Context: an optimization exercise on an open-source flow, tuned for small area, a short achievable clock period and few clock cycles per item. The choices shown serve that exercise and are no tape-out recipe.
Only simulation tests tie the RTL to the original design; equivalence was not proved.

Setup of run 1:
==> flow/design.v (excerpt) <==
module photon_perm (
    input  wire         clk,
    input  wire         rst,         
    input  wire         in_valid,
    output wire         in_ready,
    input  wire [255:0] in_state,
    output wire         out_valid,
    input  wire         out_ready,
    output wire [255:0] out_state
);
Size: about 3400 cells after synthesis, ~520 I/O pins, about 37000 um^2 of cells after synthesis.
==> flow/config.mk <==
export PLATFORM = sky130hd
export DESIGN_NAME = photon_perm
export DESIGN_NICKNAME = photon_perm
export VERILOG_FILES = /design/flow/design.v
export SDC_FILE = /design/flow/constraint.sdc
export NUM_CORES = 4
export LEC_CHECK = 0
export CAP_MARGIN = 20
export CORE_MARGIN = 2
export CORE_UTILIZATION = 65
export CTS_CLUSTER_DIAMETER = 80
export CTS_CLUSTER_SIZE = 30
export PLACE_DENSITY = 0.75
export SETUP_SLACK_MARGIN = 2.6
export SLEW_MARGIN = 20
==> flow/constraint.sdc <==
create_clock -name core_clock -period 5.0 [get_ports {clk}]
set_input_delay 1.0000 -clock core_clock [delete_from_list [all_inputs] [get_ports {clk}]]
set_output_delay 1.0000 -clock core_clock [all_outputs]
set_load 0.01 [all_outputs]
standard.sh (not shown) runs the stock make flow with config.mk's settings and CLKGATE_MAP_FILE= SYNTH_SCRIPT=/design/flow/synth_recipe.tcl, a recipe that flattens the netlist after the stock synthesis.
==> flow/flow/run.sh <==
#!/bin/bash
# Own layout flow: the standard flow (standard.sh) with a different
# technology mapping in synthesis (flow/synth.tcl: the same synthesis script,
# but no adder extraction and ABC run with flow/abc.script) and smaller port
# buffers. Each tool's output goes to its own log in the work folder.
set -euo pipefail
W=$PWD
EXTRA=()
[ -f flow/extra.txt ] && mapfile -t EXTRA < <(grep -v '^#' flow/extra.txt | grep .)
bash standard.sh \
  SYNTH_SCRIPT=$W/flow/synth.tcl \
  BENCHV_ABC_SCRIPT=$W/flow/abc.script \
  "${EXTRA[@]}" \
  finish > $W/flow_make.log 2>&1
mkdir -p $W/flow_logs
cp -r $W/orfs/logs/* $W/flow_logs/ 2>/dev/null || true
test -f $W/out/final.def
==> flow/flow/abc.script <==
&get -n
&st
&dch
&nf -p
&put
topo
stime -c
==> flow/flow/extra.txt <==
# extra make variables, one per line
BUFFER_PORTS_ARGS=-buffer_cell sky130_fd_sc_hd__buf_1
==> flow/flow/synth.tcl <==
# The standard flow's synthesis (synth_recipe.tcl) with two changes to the technology
# mapping only: no half/full-adder extraction, and ABC run with our script.
proc synth {args} { yosys synth -nofsm -noshare {*}$args }
proc extract_fa {args} { puts "extract_fa skipped" }
proc abc {args} {
  set i [lsearch -exact $args -script]
  if { $i >= 0 && [info exists ::env(BENCHV_ABC_SCRIPT)] } {
    lset args [expr {$i + 1}] $::env(BENCHV_ABC_SCRIPT)
  }
  set j [lsearch -exact $args -D]
  if { $j >= 0 && [info exists ::env(BENCHV_ABC_D)] } {
    lset args [expr {$j + 1}] $::env(BENCHV_ABC_D)
  }
  puts "abc $args"
  yosys abc {*}$args
}
source $::env(SCRIPTS_DIR)/synth.tcl
# left out here: clear keep_hierarchy, flatten, clean up, hide names made inside functions, write 1_2_yosys.v
Testbench counts of run 1, summed over its fixed seeds: cycles 6,160, items 512.
diff inputs: run 1 => run 2
==> flow/flow/abc.script <==
&get -n
&st
&dch
&nf -p
&put
buffer -c
topo
stime -c
upsize -c
dnsize -c
--- outcome ---
Having completed the whole flow, run 2 delivered a layout that passed the timing, DRC and antenna checks.
The core of run 2 is less densely filled than that of run 1.
Final cell area: run 2 above run 1
A source of the critical timing path of b[101] is what run 2 shows, while a[37] belongs to run 1.
Clock transition at the registers of the reported paths: run 2 vs run 1, no meaningful difference
Compared with run 1, run 2 degrades wire length reported by the detailed router.
Inputs modified between run 2 and run 3:
# run 2
export LEC_CHECK = 0
export CAP_MARGIN = 20
export CORE_MARGIN = 2
export CORE_UTILIZATION = 65
export CTS_CLUSTER_DIAMETER = 80
export CTS_CLUSTER_SIZE = 30
export PLACE_DENSITY = 0.75
export SETUP_SLACK_MARGIN = 2.6
export SLEW_MARGIN = 20
create_clock -name core_clock -period 5.0 [get_ports {clk}]
# run 3
export LEC_CHECK = 0
export CAP_MARGIN = 20
export CORE_MARGIN = 2
export CORE_UTILIZATION = 72
export CTS_CLUSTER_DIAMETER = 80
export CTS_CLUSTER_SIZE = 30
export PLACE_DENSITY = 0.8
export SETUP_SLACK_MARGIN = 2.6
export SLEW_MARGIN = 20
create_clock -name core_clock -period 5.0 [get_ports {clk}]
==> flow/flow/abc.script <==
&get -n
&st
&dch
&nf -p
&put
topo
stime -c
Notes after the runs:
- The flow did not stop early for run 3: all stages ran, and the layout cleared the timing, DRC and antenna checks.
- Worst setup slack | run 3 below run 2
- Hold slack: run 3 worse than run 2

========
photon_perm, a different RTL version from the one above (not shown whole).
Size: about 3,900 cells after synthesis, ~530 flip-flops, ~42,000 um2 of cells after synthesis.
export LEC_CHECK = 0
export CAP_MARGIN = 20
export CORE_MARGIN = 2
export CORE_UTILIZATION = 65
export PLACE_DENSITY = 0.75
export SETUP_SLACK_MARGIN = 2.7
export SLEW_MARGIN = 20
create_clock -name core_clock -period 5.0 [get_ports {clk}]
==> flow/flow/abc.script <==
&get -n
&st
&dch
&nf
&st
&syn2
&if -g -K 6
&synch2
&nf
&st
&syn2
&if -g -K 6
&synch2
&nf
&st
&syn2
&if -g -K 6
&synch2
&nf
&st
&syn2
&if -g -K 6
&synch2
&nf
&st
&syn2
&if -g -K 6
&synch2
&nf
&put
buffer -c
topo
stime -c
upsize -c
dnsize -c
Scripts as last shown in full above: flow/flow/run.sh, flow/flow/extra.txt, flow/flow/synth.tcl
Testbench counts at the start, summed over its fixed seeds: cycles 6,160, items 512.
Change:
==> flow/flow/abc.script (replaced) <==
&get -n
&st
&dch
&nf -p
&put
topo
stime -c
==> flow/flow/extra.txt (replaced) <==
# extra make variables, one per line
BUFFER_PORTS_ARGS=-buffer_cell sky130_fd_sc_hd__buf_2
CORE_UTILIZATION = 40   (was 65)
PLACE_DENSITY = 0.6   (was 0.75)
Final area rises by 6.5%.
Setup slack gets better by 0.012 ns.
Die area rises by 55%.
Global-route usage falls by 11 points.
Core utilization falls by 25 points.
Sequential share of layout area falls by 1.9 points.

========
## quartz
photon_perm with an RTL version that a note above also has.
Size: ~3400 cells after synthesis, roughly 530 flip-flops, roughly 520 I/O pins, roughly 0.037 sq mm of cells after synthesis.
clock: 5.0 ns
lec_check: 0
cap_margin: 20
core_margin: 2
core_utilization: 65
cts_cluster_diameter: 80
cts_cluster_size: 30
place_density: 0.75
setup_slack_margin: 2.4
slew_margin: 20
==> flow/flow/abc.script <==
&get -n
&st
&dch
&nf -p
&put
topo
stime -c
==> flow/flow/extra.txt <==
# extra make variables, one per line
BUFFER_PORTS_ARGS=-buffer_cell sky130_fd_sc_hd__buf_1
Scripts as last shown in full above: flow/flow/run.sh, flow/flow/synth.tcl
Testbench counts of quartz, summed over its fixed seeds: cycles 6,160, items 512.
For xenon, these inputs were changed with respect to quartz:
- CAP_MARGIN changed from 20 to 5
- SETUP_SLACK_MARGIN changed from 2.4 to 2.6
- SLEW_MARGIN changed from 20 to 5
[summary]
Changes observed in xenon relative to quartz: number of endpoints failing setup at the final stage about even, number of post-CTS setup repair buffers went up by 5, synthesized area per cell held, average via count per standard cell grew by about 1.7%.
Of quartz and xenon, the higher routed length on met3 belongs to xenon.
Input-level comparison between willow and xenon:
- SLEW_MARGIN changed from 5 to 20
- SETUP_SLACK_MARGIN changed from 2.6 to 2.7
- CAP_MARGIN changed from 5 to 20
willow: PASS, flow complete, no timing, DRC or antenna violations. Cell area | willow vs xenon | willow larger. Between xenon and willow, the worst-path maximum fanout is higher for willow. Compared with xenon, willow instantiates a larger number of cells. Met1 routing resource usage after global routing (willow over xenon): increase, 1.1 points. [willow] global-route usage rose 1.1 points relative to xenon. Compared to xenon, the routing of willow uses more wire. Against xenon, willow comes in 2.5 points higher on utilization.

==> port drivers added, routing unchanged <==
The results above use ideal ports. As a check the final layouts listed here were re-extracted and re-timed, cells and wires unchanged. Step 1 assumes that a clkbuf_16 drives the clock port and a buf_2 every other input. Step 2 also shifts input and output timing later by t, the mid clock arrival at the registers, as if the neighbouring blocks saw the same clock. Three values: ideal, step 1, step 2; two values: the first two.
| run | shift t [ns] | setup WS [ns] | worst hold slack (ns) | clock arrival spread, ns | cell pins on the clock port's net |
|---|---|---|---|---|---|
| run 1 | 0.641 | 2.567 / 2.533 / 2.034 | 0.506 / 0.506 / 0.506 | 0.039 / 0.040 | 1 |
| run 2 | 0.718 | 2.557 / 2.491 / 2.042 | 0.531 / 0.531 / 0.531 | 0.035 / 0.035 | 1 |
| run 3 | 0.702 | 2.426 / 2.430 / 1.753 | 0.521 / 0.521 / 0.521 | 0.029 / 0.029 | 1 |
| the first run of note 2 | 0.701 | 2.614 / 2.577 / 2.044 | 0.521 / 0.521 / 0.521 | 0.032 / 0.032 | 1 |
| the second run of note 2 | 0.685 | 2.626 / 2.561 / 2.017 | 0.519 / 0.519 / 0.519 | 0.040 / 0.039 | 1 |
| quartz | 0.655 | 2.362 / 2.362 / 1.752 | 0.474 / 0.474 / 0.474 | 0.035 / 0.035 | 1 |
| xenon | 0.644 | 2.567 / 2.545 / 1.968 | 0.495 / 0.495 / 0.495 | 0.042 / 0.042 | 1 |
| willow | 0.646 | 2.604 / 2.604 / 2.114 | 0.545 / 0.545 / 0.545 | 0.038 / 0.038 | 1 |
After both steps setup and hold are still met in every run listed. For run 3, which loses most, drivers alone change the setup slack by +0.004 ns; drivers and shift together by -0.673 ns.
